Source: an optimization exercise on an open RTL-to-GDS flow (aim: small area). Production flows keep margins and buffers that such runs may drop. The RTL was checked by simulation tests, not by an equivalence proof against the original design. No activity file was given, so power comes from the tool's default toggle rates.

==> design.v <==
module mnt_fxu (
    input  wire        clk,
    input  wire        rst,       
    input  wire        req,
    input  wire        we,
    input  wire [5:0]  addr,      
    input  wire [31:0] wdata,
    output wire        ready,
    output wire [31:0] rdata
);
    localparam [31:0] ID_VALUE = 32'h4D4E5431;
    reg [31:0] regs [0:15];
    reg [4:0]  ph;
    reg        run;
    reg [2:0]  pc;
    reg        ill, lipend;
    reg [3:0]  lird;
    reg [31:0] T, U, ACC;
    reg        cx, c, sa, sb, nz, guard, sticky, hb;
    reg        tq;            
    reg        bq;            
    reg        m_mul, m_div;  
    reg [4:0]  L;
    wire [5:0]  op = wdata[31:26];
    wire [3:0]  rd = wdata[25:22];
    wire [3:0]  ra = wdata[21:18];
    wire [3:0]  rb = wdata[17:14];
    wire [4:0]  k  = wdata[4:0];
    wire fmt_rrr = (op >= 6'h01 && op <= 6'h07) || op == 6'h0A;
    wire fmt_rrs = (op == 6'h08) || (op == 6'h09);
    wire fmt_rr  = (op == 6'h0B) || (op == 6'h0C) || (op >= 6'h10 && op <= 6'h17);
    wire fmt_ri  = (op == 6'h30);
    reg legal;
    always @(*) begin
        if (fmt_rrr)      legal = (wdata[13:0] == 14'd0);
        else if (fmt_rrs) legal = (wdata[17:5] == 13'd0);
        else if (fmt_rr)  legal = (wdata[17:0] == 18'd0);
        else if (fmt_ri)  legal = (wdata[21:0] == 22'd0);
        else              legal = 1'b0;
    end
    wire is_reg  = addr[5:4] == 2'b10;
    wire is_cmd  = we && addr == 6'h03;
    wire k_rd    = !we;
    wire k_wrr   = we && is_reg;
    wire k_li    = is_cmd && lipend;
    wire k_cmd   = is_cmd && !lipend && legal && !fmt_ri;
    wire k_long  = k_rd || k_wrr || k_li || k_cmd;
    wire imm     = req && !k_long;
    wire o_mul   = op == 6'h05 || op == 6'h06;
    wire o_div   = op == 6'h07;
    wire o_tof   = op == 6'h17;
    wire o_fromf = op == 6'h13;
    wire md      = o_mul || o_div;
    wire o_simple = fmt_rrr && !md;
    wire [2:0] last = k_rd ? 3'd1 : (k_wrr || k_li) ? 3'd0 :
                      md ? 3'd4 : o_tof ? 3'd2 : 3'd1;
    wire p_load  = run && k_cmd && pc == 3'd0;
    wire p_loadu = run && k_cmd && (md ? pc == 3'd1 : pc == 3'd0);
    wire p_out   = run && k_cmd && pc == last;
    wire p_shout = run && k_cmd && o_mul && pc == 3'd3;
    wire p_copy  = run && k_cmd && o_div && pc == 3'd3;
    wire p_gs    = run && k_cmd && o_tof && pc == 3'd1;
    wire p_wr    = run && pc == 3'd0 && (k_wrr || k_li);
    wire s_md    = run && pc == 3'd2;
    wire s_mul   = s_md && m_mul;
    wire s_div   = s_md && m_div;
    wire ph0  = ph == 5'd0;
    wire ph31 = ph == 5'd31;
    assign ready = imm || (run && (k_rd ? (pc == 3'd1) : (ph31 && pc == last)));
    wire [3:0] idx_x = k_rd ? addr[3:0] :
                       !run ? ra :
                       (pc == 3'd0) ? (o_simple ? rb : ra) :
                       (pc == 3'd1 && md) ? rb :
                       p_copy ? rd : ra;
    wire       x = regs[idx_x][0];
    wire negx = (o_div || o_tof) && sa && pc == 3'd0;
    wire xn   = x ^ (negx && cx);
    wire [7:0] fe = U[30:23];
    reg  [5:0] dd;
    always @(*) begin
        case (op)
            6'h03, 6'h04:             dd = 6'h36;            
            6'h08:                    dd = -{1'b0, k};
            6'h09:                    dd = {1'b0, k};
            6'h10, 6'h11, 6'h12:      dd = 6'h36;            
            6'h14, 6'h15, 6'h16:      dd = 6'd10;
            6'h13:                    dd = 6'd12 - fe[5:0];   
            6'h17:                    dd = p_gs ? (6'd24 - {1'b0, L}) : ({1'b0, L} - 6'd23);
            default:                  dd = 6'd0;
        endcase
    end
    wire       rev  = md && pc != 3'd0;
    wire [4:0] base = rev ? {~ph[3:0], 1'b0} : 5'd0;
    wire [4:0] off  = !rev ? dd[4:0] :
                      (pc == 3'd4 || (pc == 3'd3 && ph31)) ?
                          ((op == 6'h05) ? 5'd22 : o_div ? 5'd1 : 5'd0) : 5'd0;
    wire [4:0] sel  = base + off;
    wire       tp   = T[sel];
    wire [6:0] j    = {2'b00, ph} + {dd[5], dd};
    wire       jneg = j[6];
    wire       jbig = !j[6] && j[5];
    wire seen = ph0 ? 1'b0 : c;
    reg  o, c_nx;
    wire sub   = op == 6'h02 || op == 6'h04;
    wire w_add = (jneg ? 1'b0 : tp) ^ sub;
    wire cin_a = ph0 ? sub : c;
    wire fill  = (op == 6'h09 || op == 6'h14 || op == 6'h15) ? sa : 1'b0;
    wire v_sh  = jneg ? 1'b0 : jbig ? fill : tp;
    reg  win;
    always @(*) begin
        case (op)
            6'h0B:   win = ph >= 5'd10;
            6'h0C:   win = ph <  5'd10;
            6'h12:   win = ph >= 5'd10 && ph <= 5'd17;
            6'h16:   win = ph <= 5'd7;
            default: win = 1'b1;
        endcase
    end
    wire f_fnz  = |U[22:0];
    wire f_zero = (fe == 8'hFF && f_fnz) || fe <= 8'd116;
    wire f_sat  = fe >= 8'd148;
    wire v_ff   = jneg ? 1'b0 : (j <= 7'd22) ? tp : (j == 7'd23);
    wire       m_t   = jneg ? 1'b0 : tp;
    wire       up    = guard && (sticky || m_t);
    wire [7:0] e8    = {3'd0, L} + 8'd117;
    wire       ebit  = e8[ph[2:0] + 3'd1];
    wire       t_add = (ph <= 5'd22) ? m_t : ebit;
    wire       t_cc  = ph0 ? up : c;
    always @(*) begin
        o = 1'b0;
        c_nx = c;
        if (o_simple) begin
            if (op == 6'h0A) o = x & tp;
            else begin
                o    = x ^ w_add ^ cin_a;
                c_nx = (x & w_add) | (x & cin_a) | (w_add & cin_a);
            end
        end else if (o_mul) begin
            o = (op == 6'h05 && ph > 5'd21) ? hb : tq;
        end else if (o_div) begin
            o    = nz ? (tq ^ ((sa ^ sb) & seen)) : 1'b0;
            c_nx = seen | tq;
        end else if (o_fromf) begin
            o    = f_zero ? 1'b0 : f_sat ? (ph31 ? sa : !sa) : (v_ff ^ (sa & seen));
            c_nx = seen | v_ff;
        end else if (o_tof) begin
            o    = !nz ? 1'b0 : ph31 ? sa : (t_add ^ t_cc);
            c_nx = t_add & t_cc;
        end else begin
            o = v_sh & win;
        end
    end
    wire        bsub = s_div && (bq ^ sb);
    wire        ben  = s_div || (s_mul && tq);
    wire        ain  = s_div && tq;
    wire [31:0] aa   = {ACC[30:0], ain};
    wire [31:0] bb   = (U & {32{ben}}) ^ {32{bsub}};
    wire [31:0] sum;
    wire [32:0] cy;
    assign cy[0] = bsub;
    genvar gi;
    generate for (gi = 0; gi < 32; gi = gi + 1) begin : rca
        assign sum[gi]  = aa[gi] ^ bb[gi] ^ cy[gi];
        assign cy[gi+1] = (aa[gi] & bb[gi]) | (aa[gi] & cy[gi]) | (bb[gi] & cy[gi]);
    end endgenerate
    wire       wr   = p_wr || p_out || s_div;
    wire [3:0] widx = k_wrr ? addr[3:0] : k_li ? lird : rd;
    wire       wbit = p_wr ? wdata[ph] : s_div ? bq : o;
    integer r;
    always @(posedge clk) begin
        for (r = 0; r < 16; r = r + 1)
            regs[r] <= {(wr && widx == r) ? wbit : regs[r][0], regs[r][31:1]};
    end
    reg t_in;
    always @(*) begin
        if (run && k_rd)  t_in = is_reg && x;
        else if (p_load)  t_in = xn;
        else if (p_shout) t_in = ACC[31];
        else if (p_copy)  t_in = ph0 ? bq : x;
        else              t_in = T[0];
    end
    always @(posedge clk) begin
        T   <= {t_in, T[31:1]};
        ACC <= sum;
        if (p_loadu) U <= {xn, U[31:1]};
        cx <= ph31 ? 1'b0 : (cx | x);
        c  <= c_nx;
        tq <= (p_shout && ph31 && op == 6'h06) ? ACC[31] : tp;    
        bq <= !sum[31];
        m_mul <= o_mul;
        m_div <= o_div;
        if (p_out && ph == 5'd21) hb <= tq;
    end
    always @(posedge clk) begin
        if (rst) begin
            ph     <= 5'd0;
            run    <= 1'b0;
            pc     <= 3'd0;
            ill    <= 1'b0;
            lipend <= 1'b0;
            lird   <= 4'd0;
        end else begin
            ph <= ph + 5'd1;
            if (!run) begin
                if (req && k_long && ph31) begin
                    run <= 1'b1;
                    pc  <= 3'd0;
                end
                if (imm && we) begin
                    if (addr == 6'h02) begin
                        if (wdata[1]) ill <= 1'b0;
                    end else if (addr == 6'h03) begin
                        if (!legal) ill <= 1'b1;
                        else if (fmt_ri) begin
                            lipend <= 1'b1;
                            lird   <= rd;
                        end
                    end
                end
            end else if (ready) begin
                run <= 1'b0;
                if (k_li) lipend <= 1'b0;
            end else if (ph31) begin
                pc <= pc + 3'd1;
            end
        end
    end
    always @(posedge clk) begin
        if (!run && ph31) begin
            sa     <= x;
            nz     <= 1'b0;
            guard  <= 1'b0;
            sticky <= 1'b0;
        end else begin
            if (p_loadu && ph31) sb <= x;
            if (p_loadu && xn) begin
                nz <= 1'b1;
                L  <= ph;
            end
            if (p_gs) begin
                if (j == 7'd0) guard <= T[0];
                if (jneg) sticky <= sticky | T[0];
            end
        end
    end
    wire rd_id  = addr == 6'h00;
    wire rd_st  = addr == 6'h02;
    assign rdata = T | ({32{rd_id}} & ID_VALUE) |
                   {27'd0, rd_st & lipend, 2'b00, rd_st & ill, 1'b0};
endmodule
==> flow/run.sh <==
#!/bin/bash
# Standard ORFS layout, with small port buffers and a clock tree without dummy loads.
set -euo pipefail
export BUFFER_PORTS_ARGS="-buffer_cell sky130_fd_sc_hd__buf_1"
export CTS_ARGS='-sink_clustering_enable -repair_clock_nets -dont_use_dummy_load -sink_clustering_size 12 -sink_clustering_max_diameter 40 -buf_list {sky130_fd_sc_hd__clkbuf_4 sky130_fd_sc_hd__clkbuf_8}'
bash standard.sh > standard_flow.log 2>&1
==> standard.sh <==
#!/bin/bash
# synth_recipe.tcl (not shown) runs the flow's synth.tcl, then flattens the netlist and writes it again
# the make line also repeats each setting of config.mk as NAME=value (left out here)
make -C /OpenROAD-flow-scripts/flow DESIGN_CONFIG=/design/flow/config.mk WORK_HOME=/design/flow/orfs CLKGATE_MAP_FILE= SYNTH_SCRIPT=/design/flow/synth_recipe.tcl "${@:-finish}"
==> config.mk <==
export PLATFORM = sky130hd
export DESIGN_NAME = mnt_fxu
export DESIGN_NICKNAME = mnt_fxu
export VERILOG_FILES = /design/flow/design.v
export SDC_FILE = /design/flow/constraint.sdc
export NUM_CORES = 4
export LEC_CHECK = 0
export CAP_MARGIN = 20
export CORE_MARGIN = 2
export CORE_UTILIZATION = 40
export SLEW_MARGIN = 20
==> constraint.sdc <==
create_clock -name core_clock -period 14.0 [get_ports {clk}]
set_input_delay 2.8000 -clock core_clock [delete_from_list [all_inputs] [get_ports {clk}]]
set_output_delay 2.8000 -clock core_clock [all_outputs]
set_load 0.01 [all_outputs]
==> results of run 1 <==
[state kept, by name, indices dropped and copies added, names as in the netlist, 3 cells and up]
name	cells
regs	512
ACC	32
T	32
U	32
L	5
ph	5
lird	4
pc	3
[worst reg2reg max path, delay by kind of cell (launching register included)]
kind | cells | cell delay, ns
XOR/XNOR | 3 | 0.51
buffers and inverters | 3 | 0.20
AO/OA/AOI/OAI | 1 | 0.12
adder cells (fa/ha/maj) | 31 | 11.57
AND/OR/NAND/NOR | 4 | 0.61
flip-flops | 1 | 0.36
[worst paths after layout]
kind / to / slack [ns] / from / depth (start not counted)
worst max register to register: ACC[31] / 0.55 / pc[0] / 42
worst max-delay path: ACC[31] / 0.55 / pc[0] / 42
worst min register to register: regs[5][14] / 0.27 / regs[5][15] / 0
worst min-delay path: regs[5][14] / 0.27 / regs[5][15] / 0
[per-layer routing]
metal  up-vias  part of all wire
met5         -           0.00022
met4         2             0.044
met3       101             0.046
met2       245              0.45
met1      5101              0.46
li1       5217                 -
[placed cells by master (no fill, tap or decap), types with 17 or more instances in the layout]
| cell | n |
|---|---|
| buf_1 | 74 |
| nand3_1 | 23 |
| nand2_1 | 58 |
| clkbuf_8 | 75 |
| dfxtp_1 | 598 |
| fa_1 | 29 |
| inv_1 | 88 |
| nor3_1 | 17 |
| ha_1 | 24 |
| mux2i_1 | 39 |
| nor2_1 | 115 |
| o21ai_0 | 34 |
| edfxtp_1 | 41 |
| or2_2 | 17 |
| nand2b_1 | 21 |
| a21oi_1 | 70 |
[power breakdown]
group / leakage [nW] / total [W] / internal [W] / switching, W
combinational: 2.52 / 0.000101 / 0.0000368 / 0.0000640
sequential: 5.20 / 0.00184 / 0.00184 / 0.00000138
clock: 0.539 / 0.00102 / 0.000474 / 0.000544
[final cells by class]
type	instances	area [sq um]
clock buffer	75	1030
fill	4348	26400
inverter	90	338
multi-input combinational	708	5370
sequential	640	13200
tap	615	769
timing repair buffer	89	390
[logic make-up after synthesis]
group           count (synthesis)  share of synthesized area
compound gates                200                     0.0697
mux                            74                     0.0497
xor+xnor                       28                     0.0128
fa+ha+maj                      57                     0.0501
buf+inv                       149                     0.0330
simple gates                  349                     0.0959
flops                         640                      0.689
[stage by stage]
stage | area (sq um) | setup WS, ns | hold slack [ns]
6_report | 21100 | 0.547 | 0.269
3_5_place_dp | 20100 | 0.313 | 0.312
5_1_grt | 21100 | 0.00106 | 0.268
3_3_place_gp | 20100 | 0.515 | 0.310
2_1_floorplan | 19200 | 0.543 | 0.310
4_1_cts | 21100 | 0.298 | 0.275
[repair_timing]
action,4_1_cts,5_1_grt
hold buffers,0,0
resized for setup,0,8
setup endpoints to repair,0,2
==> flow_metrics.tcl, run 1 <==
set metrics [dict create \
    clock.fmax_mhz 74.3 \
    synth_cell_types 82 \
    critPathRequiredTime_ns 14.50 \
    drive_gt1_frac 0.107 \
    fp.dieW_um 223 \
    dieArea_sq_um 49800 \
    post-cts-setup-buffer-count 0 \
    synth_seq_cells 640 \
    netlist_top_cells_area "dfxtp_1, edfxtp_1, fa_1" \
    async_reset_ff_frac 0 \
    worst_slew_margin_rel 0.408 \
    ir_worst_vdd_mv 0.120 \
    wl_um 36200 \
    grt.overflow.total 0 \
    cts_sinks 640 \
    slew_viol_final 0 \
    coreArea_sq_um 47500 \
    critPathCaptureType "register" \
    cp_top_family "adder cells" \
    use_met1 0.197 \
    drt-initial-drc-count 726 \
    io_pins 75 \
    ant_nets 0 \
    ys_warn_count 2 \
    cts_buffer_depth 3 \
    netlist_top_cells_count "dfxtp_1, nor2_1, inv_1, a21oi_1, nand2_1" \
    clkTransAtPathRegs_ns 0.07 \
    syn_nets 1596 \
    grt_use_total 0.149 \
    p_total_w 0.00296 \
    cp_slowest_cell "fa_1" \
    path_max_fanout 6 \
    firstDrtPassIters 5 \
    use_met3 0.0360 \
    fin_setup_tns_ns 0 \
    fp-row-count 80 \
    placed_cells 2142 \
    slowest_delay_ns 0.42 \
    crit_buf_inv 3 \
    use_met2 0.231 \
    diodes 0 \
    synth_most_common_cell "dfxtp_1" \
    setup_viol 0 \
    cts_root_buf "clkbuf_8" \
    nets 1703 \
    p_leak_nw 8.26 \
    grt_pass1_wl_um 58400 \
    antenna_found_initial 1 \
    start_kind "register" \
    synth_top_cell_by_area "dfxtp_1" \
    netlist_area_sq_um 19200 \
    avgRoutedWirePerCell_um 16.3 \
    insertion_delay_ns 0.64 \
    vias 10700 \
    layout.cells.non_filler 2217 \
    postSynthCellCount 1497 \
    top_usage_layer "met2" \
    io_buffers 74 \
    area_growth_pct 10.0 \
    fin_util 0.444 \
    arrival_ns 13.95 \
    cts_made_buffers 75 \
    cts_tree "done" \
    first_global_vias 10800 \
    hold_viol 0 \
    period_needed_ns 13.45 \
    synth_top_area_frac 0.625 \
    drc 0 \
    place_hpwl_um 24900 \
    place_congestion 0.887 \
    critPathKind "register to register" \
    post-route-period-util 0.961 \
    die_height_um 223 \
    tightest_slew_ns 0.885 \
    grt_setup_unrepaired "false" \
    worstHoldPathType "register to register" \
    cp_common_cell "fa_1" \
    power_density_nw_per_um2 140 \
    grt_max_degree 35 \
    status "timing/DRC/antenna clean" \
    ys_seq_area_frac 0.689 \
    fin_worst_skew_ns 0.112 \
    cap_violations 0 \
    clock_tree.htree_level_count 3 \
    ys.flop_type "dfxtp_1" \
    initial_core_util 0.404 \
    synth_edf_count 41 \
    avgViaCountPerCell 4.81 \
    syn_area_per_cell_sq_um 12.8 \
]
==> run 2: changes to the inputs <==
==> flow/run.sh (replaced) <==
#!/bin/bash
# Standard ORFS layout, with small port buffers and a clock tree without dummy loads.
set -euo pipefail
export BUFFER_PORTS_ARGS="-buffer_cell sky130_fd_sc_hd__buf_1"
export CTS_ARGS='-sink_clustering_enable -repair_clock_nets -dont_use_dummy_load -sink_clustering_size 10 -sink_clustering_max_diameter 30 -buf_list sky130_fd_sc_hd__clkbuf_4'
bash standard.sh > standard_flow.log 2>&1
==> run 2 against run 1 <==
Synthesized cell count unchanged. Sequential share of layout area is 0.89 points higher. Sequential power barely moved. Routed wire length increased by 0.30%. Critical path type unchanged. Critical endpoint unchanged. Highest routed layer unchanged.
==> flow_metrics.tcl, run 2 <==
set metrics [dict create \
    fin_util 0.438 \
    worstHoldPathType "register to register" \
    drive_gt1_frac 0.120 \
    cts_tree "done" \
    r2r-end "ACC[31]" \
    synth_edf_count 41 \
    fin_worst_skew_ns 0.129 \
    tightest_slew_ns 0.909 \
    wl_um 36300 \
    syn_area_per_cell_sq_um 12.8 \
    p_leak_nw 8.17 \
    post-route-period-util 0.959 \
    use_met2 0.235 \
    use_met1 0.194 \
    grt.overflow.total 0 \
    cts_buffer_depth 3 \
    ys_warn_count 2 \
    area_growth_pct 8.48 \
    async_reset_ff_frac 0 \
    antenna_found_initial 2 \
    cp_common_cell "fa_1" \
    critPathKind "register to register" \
    status "timing/DRC/antenna clean" \
    synth_most_common_cell "dfxtp_1" \
    critPathRequiredTime_ns 14.64 \
    place_hpwl_um 24900 \
    fp.dieW_um 223 \
    use_met3 0.0378 \
    clock_tree.htree_level_count 3 \
    crit_path_start "pc[0]" \
    nets 1725 \
    fin_area_sq_um 20800 \
    clkTransAtPathRegs_ns 0.10 \
    netlist_top_cells_area "dfxtp_1, edfxtp_1, fa_1" \
    grt_max_degree 35 \
    coreArea_sq_um 47500 \
    arrival_ns 14.07 \
    ir_worst_vdd_mv 0.100 \
    die_height_um 223 \
    slew_viol_final 0 \
    dieArea_sq_um 49800 \
    io_buffers 74 \
    worst_slew_margin_rel 0.388 \
    synth_cell_types 82 \
    critPathCaptureType "register" \
    cts_root_buf "clkbuf_4" \
    synth_top_area_frac 0.625 \
    ys.flop_type "dfxtp_1" \
    initial_core_util 0.404 \
    grt_use_total 0.150 \
    place_ws_ns 0.313 \
    vias 10800 \
    rr_worst_depth 42 \
    final_cell_mix "dfxtp_1, nor2_1, clkbuf_4" \
    layout_commonest_cell "dfxtp_1" \
    cts_made_buffers 97 \
    place_congestion 0.887 \
    grt_pass1_wl_um 58800 \
    fill_cells 4425 \
    whs_ns 0.272 \
    setup_viol 0 \
    ant_nets 0 \
    period_needed_ns 13.42 \
    clock.fmax_mhz 74.5 \
    ys_seq_area_frac 0.689 \
    slowest_delay_ns 0.42 \
    first_global_vias 11000 \
    cap_violations 0 \
    io_pins 75 \
    fp-row-count 80 \
    netlist_area_sq_um 19200 \
    avgViaCountPerCell 4.80 \
    insertion_delay_ns 0.83 \
    crit_end "ACC[31]" \
    rr_startpoint "pc[0]" \
    path_max_fanout 6 \
    power_density_nw_per_um2 134 \
    avgRoutedWirePerCell_um 16.2 \
    syn_nets 1596 \
    detailed_place.area_sq_um 20100 \
    synth_seq_cells 640 \
    synth_top_cell_by_area "dfxtp_1" \
    cp_slowest_cell "fa_1" \
    fin_setup_tns_ns 0 \
    firstDrtPassIters 5 \
    drc 0 \
    hold_viol 0 \
    r2r_slack_ns 0.58 \
    top_usage_layer "met2" \
    post-cts-setup-buffer-count 0 \
    largest-register "regs" \
    netlist_top_cells_count "dfxtp_1, nor2_1, inv_1, a21oi_1, nand2_1" \
    postSynthCellCount 1497 \
    cts_sinks 640 \
    grt_setup_unrepaired "false" \
    setup_ws_ns 0.576 \
    largest_register_ffs 512 \
    start_kind "register" \
    drt-initial-drc-count 650 \
]
## run 2: cell count changes in the layout (fill, tap and decap cells not counted), sizes merged
| cell | delta |
|---|---|
| diode | +1 |
| clkbuf | +22 |
## run 2: how the worst min path moves through the flow
stage	from	to	slack (ns)	cells after the start
4_1_cts	regs[15][10]	regs[15][9]	0.24	0
2_1_floorplan	regs[0][1]	regs[0][0]	0.31	0
3_3_place_gp	regs[9][1]	regs[9][0]	0.31	0
3_5_place_dp	regs[15][9]	regs[15][8]	0.31	0
6_report	regs[14][1]	regs[14][0]	0.27	0
5_1_grt	regs[15][12]	regs[15][11]	0.25	0
## run 2: final cells by class
type                       count  area [sq um]  share of cell area
sequential                   640         13200               0.635
clock buffer                  97           728              0.0350
tap                          615           769              0.0370
multi-input combinational    708          5370               0.258
timing repair buffer          89           390              0.0187
inverter                      90           338              0.0162
antenna                        1          2.50            0.000120
## run 2: cells by family (layout without fill, tap and decap cells)
logic type | after synthesis | in the layout | synth area share
AOI/OAI and AO/OA | 200 | 200 | 0.0697
xor gates and xnor gates | 28 | 28 | 0.0128
adders and majority gates | 57 | 57 | 0.0501
buffers and inverters | 149 | 276 | 0.0330
DFF | 640 | 640 | 0.689
muxes | 74 | 74 | 0.0497
other | 0 | 1 | 0
and+or+nand+nor | 349 | 349 | 0.0959
## run 2: worst max-delay path: cells and delay by family, from the launching register on
kind,cells,cell delay [ns]
buffers and inverters,3,0.20
flip-flops,1,0.37
AND/OR/NAND/NOR,4,0.58
AO/OA/AOI/OAI,1,0.12
adder cells (fa/ha/maj),31,11.52
XOR/XNOR,3,0.51
## run 2: power breakdown
group	internal [W]	switching [W]
logic	0.0000368	0.0000640
clock network	0.000316	0.000525
registers	0.00184	0.00000134
## run 2: repair_timing
| item | in CTS | in global routing |
|---|---|---|
| hold buffers | 0 | 0 |
| hold endpoints to repair | 0 | 0 |
| setup endpoints to repair | 0 | 2 |
| resized for setup | 0 | 10 |
## run 2: metal layers
layer  up-vias  wire (um)
met5         -          8
met4         2       1260
met3        84       1840
met2       283      16700
met1      5112      16500
li1       5281          -
## run 2: metrics by stage
stage / power (W) / std cells
floorplan: 0.00195 / 1497
global placement: 0.00198 / 2142
detailed placement: 0.00198 / 2142
CTS: 0.00283 / 2239
global route: 0.00292 / 2240
finish: 0.00278 / 2240
==> run 3: changes to the inputs <==
==> flow/run.sh (replaced) <==
#!/bin/bash
# Standard ORFS layout, with small port buffers and a clock tree without dummy loads.
set -euo pipefail
export BUFFER_PORTS_ARGS="-buffer_cell sky130_fd_sc_hd__buf_1"
export CTS_ARGS='-sink_clustering_enable -repair_clock_nets -dont_use_dummy_load -sink_clustering_size 20 -sink_clustering_max_diameter 45 -buf_list sky130_fd_sc_hd__clkbuf_8'
bash standard.sh > standard_flow.log 2>&1
==> run 3 against run 2 <==
Still clean on timing, DRC and antenna. Maximum frequency down 0.12%. Global-route usage down 0.36 points. Synthesized area unchanged. Synthesized cell count unchanged. Flip-flop and latch count unchanged. Hold slack worse by 0.018 ns. First-iteration DRC count up 25%. Utilization about the same. Register-to-register slack worse by 0.02 ns. Critical path depth unchanged. Cell count down 2.0%. Clock power up 2%.
==> flow_metrics.tcl, run 3 <==
set metrics [dict create \
    cts_tree "done" \
    netlist_top_cells_area "dfxtp_1, edfxtp_1, fa_1" \
    io_pins 75 \
    grt_pass1_wl_um 57700 \
    firstDrtPassIters 6 \
    initial_core_util 0.404 \
    area_growth_pct 8.53 \
    status "timing/DRC/antenna clean" \
    r2r_slack_ns 0.56 \
    critPathCaptureType "register" \
    coreArea_sq_um 47500 \
    clkTransAtPathRegs_ns 0.10 \
    cts_buffer_depth 3 \
    wl_um 36000 \
    post-cts-setup-buffer-count 0 \
    slowest_delay_ns 0.42 \
    avgViaCountPerCell 4.81 \
    p_total_w 0.00280 \
    crit_buf_inv 3 \
    cp_common_cell "fa_1" \
    hold_buffers 0 \
    critPathRequiredTime_ns 14.47 \
    insertion_delay_ns 0.65 \
    rr_startpoint "pc[0]" \
    postSynthCellCount 1497 \
    worstHoldPathType "register to register" \
    cap_violations 0 \
    fill_cells 4369 \
    synth_most_common_cell "dfxtp_1" \
    cts_sinks 640 \
    grt_use_total 0.147 \
    start_kind "register" \
    dieArea_sq_um 49800 \
    drt-initial-drc-count 812 \
    setup_viol 0 \
    clock.fmax_mhz 74.4 \
    cp_top_family "adder cells" \
    cts_root_buf "clkbuf_8" \
    grt_setup_unrepaired "false" \
    async_reset_ff_frac 0 \
    worst_slew_margin_rel 0.437 \
    critPathKind "register to register" \
    register_area_sq_um 13200 \
    post-route-period-util 0.960 \
    cts_resized 0 \
    synth_top_area_frac 0.625 \
    ys.flop_type "dfxtp_1" \
    tightest_slew_ns 0.835 \
    final_cell_mix "dfxtp_1, nor2_1, inv_1" \
    avgRoutedWirePerCell_um 16.4 \
    ir_worst_vdd_mv 0.0937 \
    grt_max_degree 35 \
    syn_area_per_cell_sq_um 12.8 \
    crit_path_start "pc[0]" \
    vias 10600 \
    largest_register_ffs 512 \
    clock_tree.htree_level_count 2 \
    fin_setup_tns_ns 0 \
    first_global_vias 10500 \
    netlist_top_cells_count "dfxtp_1, nor2_1, inv_1, a21oi_1, nand2_1" \
    arrival_ns 13.91 \
    syn_nets 1596 \
    ant_nets 0 \
    p_leak_nw 8.11 \
    period_needed_ns 13.44 \
    nets 1682 \
    fp-row-count 80 \
    layout_commonest_cell "dfxtp_1" \
    fp.dieW_um 223 \
    netlist_area_sq_um 19200 \
    synth_edf_count 41 \
    power_density_nw_per_um2 134 \
    diodes 0 \
    grt.overflow.total 0 \
    path_max_fanout 6 \
    die_height_um 223 \
    drc 0 \
    multiInputGateArea_sq_um 5370 \
    place_congestion 0.887 \
    ys_seq_area_frac 0.689 \
    cts_made_buffers 54 \
    synth_top_cell_by_area "dfxtp_1" \
    largest-register "regs" \
    drive_gt1_frac 0.0955 \
    fin_worst_skew_ns 0.100 \
    cp_slowest_cell "fa_1" \
    slew_viol_final 0 \
    synth_seq_cells 640 \
    synth_cell_types 82 \
    hold_viol 0 \
    hp-start "regs[5][15]" \
    place_hpwl_um 24900 \
    antenna_found_initial 1 \
    ys_warn_count 2 \
    io_buffers 74 \
]
run 3: logic make-up (layout without fill, tap and decap cells):
kind of cell | count (synthesis) | count (layout) | share of synthesized area
mux | 74 | 74 | 0.0497
simple gates | 349 | 349 | 0.0959
flops | 640 | 640 | 0.689
compound gates | 200 | 200 | 0.0697
xor+xnor | 28 | 28 | 0.0128
fa+ha+maj | 57 | 57 | 0.0501
buf+inv | 149 | 233 | 0.0330
run 3: final timing paths:
kind	cells after the start	end
worst max register to register	42	ACC[31]
worst max-delay path	42	ACC[31]
worst min-delay path	0	regs[5][14]
worst min register to register	0	regs[5][14]
run 3: metal layers:
layer,track usage,share of wire,up-vias
met5,0,0.00022,-
met4,0.0630,0.034,2
li1,-,-,5168
met3,0.0263,0.045,73
met2,0.233,0.46,236
met1,0.197,0.46,5075
run 3: final cells by class:
class                      instances  area share
sequential                       640       0.635
multi-input combinational        708       0.258
tap                              615      0.0369
clock buffer                      54      0.0357
timing repair buffer              89      0.0187
inverter                          90      0.0162
run 3: through the flow:
stage	hold slack (ns)	std cells	instance area [sq um]	setup slack, ns	utilization
after global placement	0.310	2142	20100	0.515	0.422
after global routing	0.245	2196	20800	0.00967	0.438
after floorplan	0.310	1497	19200	0.543	-
final	0.254	2196	20800	0.561	0.438
after detailed placement	0.312	2142	20100	0.313	0.422
after CTS	0.254	2196	20800	0.260	0.438
run 3: report_power, final:
part           internal, W  switching (W)
Sequential         0.00184     0.00000137
Clock             0.000342       0.000514
Combinational    0.0000368      0.0000640
Total              0.00222       0.000579
run 3: worst reg2reg max path: cells and delay by family (launching register included):
kind,cells,cell delay [ns]
adders and majority gates,31,11.55
and+or+nand+nor,4,0.57
DFF,1,0.37
xor gates and xnor gates,3,0.51
buffers and inverters,3,0.20
AOI/OAI and AO/OA,1,0.12

[re-timing with driven ports]
The flow's constraints put no driver on any port. The routed layouts listed below were extracted and timed again, unchanged, in two steps. Step 1, drivers: a clkbuf_16 drives clk and a buf_2 each remaining input, both assumed. Step 2 also shifts input and output timing later by t, the mid clock arrival at the registers, as if the neighbouring blocks saw the same clock. Three values: ideal ports, drivers, drivers and shift; two values: the first two.
run	t, ns	setup slack, ns	clock arrival spread, ns	worst register clock-pin slew, ns	pins driven straight from the clock port
run 1	0.634	0.547 / 0.547 / 0.547	0.112 / 0.112	0.07 / 0.07	1
run 2	0.814	0.576 / 0.576 / 0.576	0.130 / 0.130	0.10 / 0.10	1
run 3	0.649	0.561 / 0.561 / 0.561	0.106 / 0.106	0.11 / 0.11	1
After both steps every run listed still meets setup and hold.
